Context: an optimization exercise on an open-source flow, tuned for small area, a short achievable clock period and few clock cycles. The choices shown serve that exercise and are no tape-out recipe.
The RTL was checked by simulation tests, not by an equivalence proof against the original design.
Power is estimated from default activity; no workload was simulated.

ember:
==> flow/design.v (excerpt) <==
module tascardll_engine (
    input  wire        clk,
    input  wire        rst,
    input  wire        h_valid,
    input  wire        h_write,
    input  wire [7:0]  h_addr,
    input  wire [31:0] h_wdata,
    output wire        h_ready,
    output reg         h_rvalid,
    output reg  [31:0] h_rdata,
    output reg         m_valid,
    output reg         m_we,
    output reg  [31:0] m_addr,
    output reg  [7:0]  m_wdata,
    input  wire        m_ready,
    input  wire [7:0]  m_rdata
);
    localparam [3:0] E_GENERIC = 4'd1, E_PTR = 4'd2, E_MEM = 4'd3,
                     E_NOTHDR = 4'd4, E_NOAUDIO = 4'd5, E_PROTO = 4'd6, E_DIMS = 4'd7,
                     E_CHKSUM = 4'd8;
    localparam [4:0] S_IDLE = 5'd0,  S_EXEC = 5'd1,  S_CRC  = 5'd2,  S_CRCE = 5'd3,
                     S_BD   = 5'd4,  S_EH   = 5'd5,  S_DH1  = 5'd6,  S_DHC  = 5'd7,
                     S_DH2  = 5'd8,  S_ADRN = 5'd9,  S_ACHK = 5'd10, S_MUL  = 5'd11,
                     S_CHK4 = 5'd12, S_CHK5 = 5'd13, S_EAH  = 5'd14, S_DAH  = 5'd15,
                     S_RD   = 5'd16, S_WR   = 5'd17, S_GAP1 = 5'd18, S_GAP2 = 5'd19,
                     S_COPY = 5'd20, S_DRN  = 5'd21, S_DEND = 5'd22;
    localparam [3:0] C_INIT = 4'd1, C_BYTE = 4'd2, C_SPAN = 4'd3, C_C32 = 4'd4, C_BUILD = 4'd5,
                     C_HSIZE = 4'd6, C_ASIZE = 4'd7, C_EH = 4'd8, C_DH = 4'd9, C_EA = 4'd10,
                     C_DA = 4'd11, C_PARSE = 4'd12;
    localparam [1:0] P_CRC = 2'd0, P_DH1 = 2'd1, P_DH2 = 2'd2, P_DAH = 2'd3;
    reg [31:0] buf_addr, buf_cap, smp_addr, smp_count, smp_index, p_rate;
    reg [15:0] p_format, p_channels, p_framesize;
    reg [15:0] d_fmt, d_ch, d_fs;
    reg [31:0] d_rate, d_crc;
    reg        desc_valid;             
    reg [31:0] crc_acc;
    reg [3:0]  st_err;
    reg [1:0]  st_detail;
    reg [1:0]  st_kind;
    reg [34:0] result_len;             
    reg        busy;
    reg [4:0]  state;
    reg [3:0]  op;                     
    reg        dec;
    reg [31:0] alt;                    
    reg [31:0] cnt;                    
    reg [4:0]  sc;                     
    reg [4:0]  pc;                     
    reg        vld;                    
    reg [1:0]  pmode;
    reg        ok;
    reg        first, lastw, s1p, s2p;
    reg [31:0] sbuf;                   
  ...
clock: 12.0 ns
lec_check: 0
cap_margin: 20
core_margin: 2
core_utilization: 40
cts_buf_list: sky130_fd_sc_hd__clkbuf_4 sky130_fd_sc_hd__clkbuf_8
slew_margin: 20
standard.sh (not shown) runs the stock make flow with config.mk's settings and CLKGATE_MAP_FILE= SYNTH_SCRIPT=/design/flow/synth_recipe.tcl, a recipe that flattens the netlist after the stock synthesis.
==> flow/flow/run.sh <==
#!/bin/bash
set -euo pipefail
bash standard.sh SETUP_SLACK_MARGIN=8 finish > standard_flow.log 2>&1
Testbench counts of ember, summed over its fixed seeds: cycles 232,070.
> inputs changed (ember -> yarrow)
- a change of CORE_UTILIZATION from 40 to 50
[summary]
The routed wire length of yarrow is lower than that of ember.
Going from ember to yarrow, cell count after placement saw a decrease; share of cell area taken by muxes after synthesis stayed essentially flat; first-pass GRT wire length shrank by about 2%.
Comparing yarrow and ember, the lower cell area is on yarrow.
Most utilized layer in the global route result = met1: yarrow; most utilized layer in the global route result = met2: ember
Average wire length per cell after detail routing (lower): ember
In the flow results for yarrow and ember, the switching power of the nets is larger on ember.
Post-CTS setup buffer count up 1.3% in yarrow wrt ember
Taking ember as the reference, in yarrow proportion of cell area occupied by registers moved up; fmax went down; storage element area held.

separate check: timing with driven ports:
No port has a modelled driver above. Below, the same layouts with a new extraction and two added sets of constraints.
Step 1 assumes that a clkbuf_16 drives the clock port and a buf_2 every other input.
Step 2 also shifts input and output timing later by t, the mid clock arrival at the registers, as if the neighbouring blocks saw the same clock.
a / b / c = no drivers / after step 1 / after step 2; a / b = the first two.
run | shift t [ns] | setup WS [ns] | worst data-port slew with drivers (ns)
ember | 0.900 | 7.954 / 7.946 / 7.111 | 0.12
yarrow | 0.899 | 7.907 / 7.803 / 6.905 | 0.18
After both steps setup and hold are still met in every run listed. For yarrow, which loses most, drivers alone change the setup slack by -0.104 ns; drivers and shift together by -1.002 ns.
